Source: an optimization exercise on an open RTL-to-GDS flow (aim: small area, a short achievable clock period and few clock cycles). Production flows keep margins and buffers that such runs may drop.
At most, simulation tests tie the RTL to the original design; equivalence was not proved.

== run A ==
## cc_pool
module cc_pool #(
    parameter NCORES = 4         
) (
    input  wire                 clk,
    input  wire                 rst,
    input  wire                 cfg_target_op,
    input  wire                 cfg_palette,
    input  wire                 cfg_tie_red,
    input  wire                 cfg_rot_left,
    input  wire                 cfg_blue_arith,
    input  wire                 cfg_acc_first,
    input  wire [3:0]           cfg_arith_en,
    input  wire                 tick,
    input  wire [NCORES-1:0]    cell_valid,
    input  wire [32*NCORES-1:0] cell_data,
    input  wire [NCORES-1:0]    cell_last,
    output wire [NCORES-1:0]    cell_ready,
    output reg                  out_valid,
    output reg  [1:0]           out_core,
    output reg  [23:0]          out_rgb,
    input  wire                 out_ready,
    output wire [NCORES-1:0]    done
);
clock: 15.5 ns
lec_check: 0
abc_area: 1
cap_margin: 20
core_margin: 2
core_utilization: 60
cts_buf_list: sky130_fd_sc_hd__clkbuf_16
cts_cluster_diameter: 60
cts_cluster_size: 25
slew_margin: 20
standard.sh (not shown) runs the stock make flow with config.mk's settings and CLKGATE_MAP_FILE= SYNTH_SCRIPT=/design/flow/synth_recipe.tcl, a recipe that flattens the netlist after the stock synthesis.
==> flow/flow/run.sh <==
#!/bin/bash
# Standard ORFS layout (the standard.sh, unchanged synthesis), with the
# timing repair steps aimed at a setup slack of 11 ns instead of 0.
bash standard.sh SETUP_SLACK_MARGIN=11 finish > standard.log 2>&1
Testbench counts of run A, summed over its fixed seeds: cycles 225,125.
#### Input delta (run B over run A)
Settings: a change of CORE_UTILIZATION from 60 to 72.
Results
Run A: PASS, flow complete, no timing, DRC or antenna violations. Run B: PASS, flow complete, no timing, DRC or antenna violations. Run B ended up with fa_1 as its critical path's slowest cell; run A ended up with edfxtp_1. Going from run A to run B, highest attainable clock frequency saw a decrease; logic depth of the worst register-to-register path down 2; final weighted congestion in routability-driven placement went up about 3%; hold slack has increased. Non-clock buffer count ends up lower on run B. Lower layout overhead on the synthesized area was reported by run B, not run A. Number of global-route vias before repair, run B vs run A: up by a little under 10%.
Changes in run C relative to run B:
Settings: changing CTS_CLUSTER_SIZE from 25 to 32; changing CTS_CLUSTER_DIAMETER from 60 to 90; changing CORE_UTILIZATION from 72 to 60.
Notes after the runs:
- Compare run B and run C | violation count after the first detailed-routing iteration lower: run C
- Diff run B -> run C: first-pass GRT wire length went down by about 5.6%.
- Type of the worst setup path = reg -> reg: run B; type of the worst setup path = in -> reg: run C
- Re multi-input logic area: run C is 0.45% down on run B.
- On number of non-clock inverters in the layout, run B and run C are basically level.
- The count of clock-net buffers in the final layout in run C sits 10 below the value recorded for run B.
- Cell area | run C vs run B | run C smaller
--- input diff run C..run D ---
Settings: GPL_ROUTABILITY_DRIVEN: unset -> 0; CTS_CLUSTER_DIAMETER: 90 -> 60; GPL_TIMING_DRIVEN: unset -> 0; CTS_CLUSTER_SIZE: 32 -> 25.
Taking run C as the reference, in run D final cell count increased by 101 relative to the old numbers, critical path arrival shows a reduction of 3.55 ns, register bit total from synthesis neither gained nor lost much. In run D relative to run C, number of non-clock buffers in the layout had gone up by more than a quarter.


cc_pool again, from the RTL that the note above started with.
Design cc_pool, start of the top module:
module cc_pool #(
    parameter NCORES = 4         
) (
    input  wire                 clk,
    input  wire                 rst,
    input  wire                 cfg_target_op,
    input  wire                 cfg_palette,
    input  wire                 cfg_tie_red,
    input  wire                 cfg_rot_left,
    input  wire                 cfg_blue_arith,
    input  wire                 cfg_acc_first,
    input  wire [3:0]           cfg_arith_en,
    input  wire                 tick,
    input  wire [NCORES-1:0]    cell_valid,
    input  wire [32*NCORES-1:0] cell_data,
    input  wire [NCORES-1:0]    cell_last,
    output wire [NCORES-1:0]    cell_ready,
    output reg                  out_valid,
    output reg  [1:0]           out_core,
    output reg  [23:0]          out_rgb,
    input  wire                 out_ready,
    output wire [NCORES-1:0]    done
);
  ...
==> flow/config.mk <==
export PLATFORM = sky130hd
export DESIGN_NAME = cc_pool
export DESIGN_NICKNAME = cc_pool
export VERILOG_FILES = /design/flow/design.v
export SDC_FILE = /design/flow/constraint.sdc
export NUM_CORES = 4
export LEC_CHECK = 0
export ABC_AREA = 1
export CAP_MARGIN = 20
export CORE_MARGIN = 2
export CORE_UTILIZATION = 50
export CTS_BUF_LIST = sky130_fd_sc_hd__clkbuf_16
export CTS_CLUSTER_DIAMETER = 60
export CTS_CLUSTER_SIZE = 25
export SLEW_MARGIN = 20
==> flow/constraint.sdc <==
create_clock -name core_clock -period 15.5 [get_ports {clk}]
set_input_delay 3.1000 -clock core_clock [delete_from_list [all_inputs] [get_ports {clk}]]
set_output_delay 3.1000 -clock core_clock [all_outputs]
set_load 0.01 [all_outputs]
Scripts as last shown in full above: flow/flow/run.sh
The starting point ran to the end with no violations.
Testbench counts at the start, summed over its fixed seeds: cycles 225,125.
Then changed:
- CAP_MARGIN: 20 -> 10
- CORE_UTILIZATION: 50 -> 60
- SLEW_MARGIN: 20 -> 10
- fmax hardly moves
- clock skew climbs by 4.8 ps


old:
cc_pool, a different RTL version from the one above (not shown whole).
Size in the first run: roughly 350 flip-flops, ~190 I/O pins.
==> flow/config.mk <==
export PLATFORM = sky130hd
export DESIGN_NAME = cc_pool
export DESIGN_NICKNAME = cc_pool
export VERILOG_FILES = /design/flow/design.v
export SDC_FILE = /design/flow/constraint.sdc
export NUM_CORES = 4
export LEC_CHECK = 0
export CAP_MARGIN = 20
export CORE_MARGIN = 2
export CORE_UTILIZATION = 60
export SLEW_MARGIN = 20
==> flow/constraint.sdc <==
create_clock -name core_clock -period 15.5 [get_ports {clk}]
set_input_delay 3.1000 -clock core_clock [delete_from_list [all_inputs] [get_ports {clk}]]
set_output_delay 3.1000 -clock core_clock [all_outputs]
set_load 0.01 [all_outputs]
==> flow/flow/run.sh <==
#!/bin/bash
# Standard ORFS layout (the standard.sh, unchanged synthesis), with the
# timing repair steps aimed at a setup slack of 10 ns instead of 0.
bash standard.sh SETUP_SLACK_MARGIN=10 finish > standard.log 2>&1
Input-level comparison between new and old:
==> flow/flow/run.sh <==
#!/bin/bash
# Standard ORFS layout (the standard.sh, unchanged synthesis), with the
# timing repair steps aimed at a setup slack of 10.5 ns instead of 0.
bash standard.sh SETUP_SLACK_MARGIN=10.5 finish > standard.log 2>&1
Compared new against old; standard cell area after detailed placement within noise.
Relative to old, the sequential share of layout area of new is lower by 0.80 points.
new against old; number of non-clock inverters is up slightly.
No run of this note included a check of the RTL's function; only the layout flow was run.


v20:
Another version of the RTL of cc_pool (not shown whole).
Size: ~2,900 cells after synthesis, roughly 350 flip-flops, ~190 I/O pins, about 0.024 sq mm of cells after synthesis.
==> flow/config.mk <==
export PLATFORM = sky130hd
export DESIGN_NAME = cc_pool
export DESIGN_NICKNAME = cc_pool
export VERILOG_FILES = /design/flow/design.v
export SDC_FILE = /design/flow/constraint.sdc
export NUM_CORES = 4
export LEC_CHECK = 0
export ABC_AREA = 1
export CAP_MARGIN = 20
export CORE_MARGIN = 2
export CORE_UTILIZATION = 60
export CTS_BUF_LIST = sky130_fd_sc_hd__clkbuf_16
export CTS_CLUSTER_DIAMETER = 60
export CTS_CLUSTER_SIZE = 25
export SLEW_MARGIN = 20
export TNS_END_PERCENT = 0
==> flow/constraint.sdc <==
create_clock -name core_clock -period 15.5 [get_ports {clk}]
set_input_delay 3.1000 -clock core_clock [delete_from_list [all_inputs] [get_ports {clk}]]
set_output_delay 3.1000 -clock core_clock [all_outputs]
set_load 0.01 [all_outputs]
==> flow/flow/run.sh <==
#!/bin/bash
# Standard ORFS layout (the standard.sh, unchanged synthesis), with the
# timing repair steps aimed at a setup slack of 11 ns instead of 0.
bash standard.sh SETUP_SLACK_MARGIN=11 finish > standard.log 2>&1
Testbench counts of v20, summed over its fixed seeds: cycles 224,677.
What v43 does differently from v20 at the input level:
- ABC_AREA removed (was 1)
- TNS_END_PERCENT removed (was 0)
--- outcome ---
Clock period minus final worst setup slack, v43 and v20: larger value in v20
Comparing v43 and v20, sequential share of layout area is lower on v43.
Compared with v20, v43 shows a higher global-route usage.
A category of the critical setup timing path of reg -> reg is what v43 shows, while reg -> out belongs to v20.
v43: critical path depth 13 above v20
Non-clock buffer count, v43 and v20: smaller value in v20
Changes in v33 relative to v43:
- TNS_END_PERCENT now 20, previously not set
- ABC_AREA now 1, previously not set
[summary]
- Against v43, v33 reports a detailed-route wire length that is higher.
- Against v43, the final cell area of v33 is higher.
- Origin of the worst setup path: sel[0] -> v43, rdy[1] -> v33
- Higher number of inserted diodes among v43 and v33: v43
- Cell count, v33 vs v43: up by more than 10%
- Via count of the first global-routing pass: v33 > v43
- Critical path depth (v33 over v43): decrease, 13


Starting RTL as in the previous note.
==> flow/config.mk <==
export PLATFORM = sky130hd
export DESIGN_NAME = cc_pool
export DESIGN_NICKNAME = cc_pool
export VERILOG_FILES = /design/flow/design.v
export SDC_FILE = /design/flow/constraint.sdc
export NUM_CORES = 4
export LEC_CHECK = 0
export ABC_AREA = 1
export CAP_MARGIN = 20
export CORE_MARGIN = 2
export CORE_UTILIZATION = 60
export CTS_BUF_LIST = sky130_fd_sc_hd__clkbuf_16
export CTS_CLUSTER_DIAMETER = 60
export CTS_CLUSTER_SIZE = 25
export SLEW_MARGIN = 20
==> flow/constraint.sdc <==
create_clock -name core_clock -period 15.5 [get_ports {clk}]
set_input_delay 3.1000 -clock core_clock [delete_from_list [all_inputs] [get_ports {clk}]]
set_output_delay 3.1000 -clock core_clock [all_outputs]
set_load 0.01 [all_outputs]
Scripts as last shown in full above: flow/flow/run.sh
Testbench counts at the start, summed over its fixed seeds: cycles 224,677.
Then changed:
- ABC_AREA: 1 -> not set
- CTS_BUF_LIST: sky130_fd_sc_hd__clkbuf_16 -> sky130_fd_sc_hd__clkbuf_8 sky130_fd_sc_hd__clkbuf_16
- CTS_CLUSTER_DIAMETER: 60 -> 50
- CTS_CLUSTER_SIZE: 25 -> 18
After rerunning:
- final cell count decreases by 15%
- hold slack improves by 5.2 ps
- sequential share of layout area decreases by 0.53 points
- global-route usage increases by 1.9 points
- wire length increases by 1.5%
- worst setup slack degrades by 110 ps

-- static timing again, ports no longer ideal --
The flow's constraints put no driver on any port. The routed layouts listed below were extracted and timed again, unchanged, in two steps. Step 1 sets driving cells, clkbuf_16 on the clock port and buf_2 on the other inputs (assumed; they add their load-dependent delay and slew). Step 2 moves the port delays by t, midway between the first and last clock arrival at a register: inputs arrive t later, outputs are due t later. That takes back most of the time a late clock gives input paths. Three values: no drivers, after step 1, after step 2; two values: the first two.
| run | t (ns) | setup slack, ns | hold slack, ns | worst setup path at the end | clock arrival spread, ns |
|---|---|---|---|---|---|
| run A | 0.645 | 11.037 / 10.981 / 10.455 | 0.420 / 0.420 / 0.420 | input to register | 0.033 / 0.033 |
| run B | 0.645 | 10.996 / 10.971 / 10.394 | 0.435 / 0.435 / 0.435 | input to register | 0.042 / 0.042 |
| run C | 0.595 | 11.034 / 11.000 / 10.458 | 0.426 / 0.426 / 0.426 | input to register | 0.049 / 0.049 |
| run D | 0.655 | 11.037 / 10.981 / 10.434 | 0.433 / 0.433 / 0.433 | input to register | 0.043 / 0.044 |
| the first run of note 2 | 0.629 | 11.033 / 10.971 / 10.512 | 0.421 / 0.421 / 0.421 | input to register | 0.032 / 0.032 |
| the second run of note 2 | 0.645 | 11.037 / 10.981 / 10.455 | 0.420 / 0.420 / 0.420 | input to register | 0.033 / 0.033 |
| old | 0.610 | 10.131 / 10.131 / 9.588 | 0.450 / 0.450 / 0.450 | input to register | 0.021 / 0.020 |
| new | 0.613 | 10.507 / 10.486 / 10.170 | 0.445 / 0.445 / 0.445 | input to register | 0.032 / 0.032 |
| v20 | 0.609 | 10.819 / 10.761 / 10.301 | 0.445 / 0.445 / 0.445 | input to register | 0.038 / 0.037 |
| v43 | 0.629 | 10.917 / 10.917 / 10.453 | 0.432 / 0.432 / 0.432 | input to register | 0.019 / 0.019 |
| v33 | 0.657 | 10.862 / 10.802 / 10.327 | 0.431 / 0.431 / 0.431 | input to register | 0.033 / 0.033 |
| the first run of note 5 | 0.670 | 11.040 / 10.979 / 10.402 | 0.431 / 0.431 / 0.431 | input to register | 0.039 / 0.040 |
| the second run of note 5 | 0.625 | 10.925 / 10.925 / 10.432 | 0.436 / 0.436 / 0.436 | input to register | 0.040 / 0.040 |
After both steps every run listed still meets setup and hold. The setup slack of the first run of note 5, which loses most, moves by -0.061 ns with the drivers and by -0.638 ns with both steps.
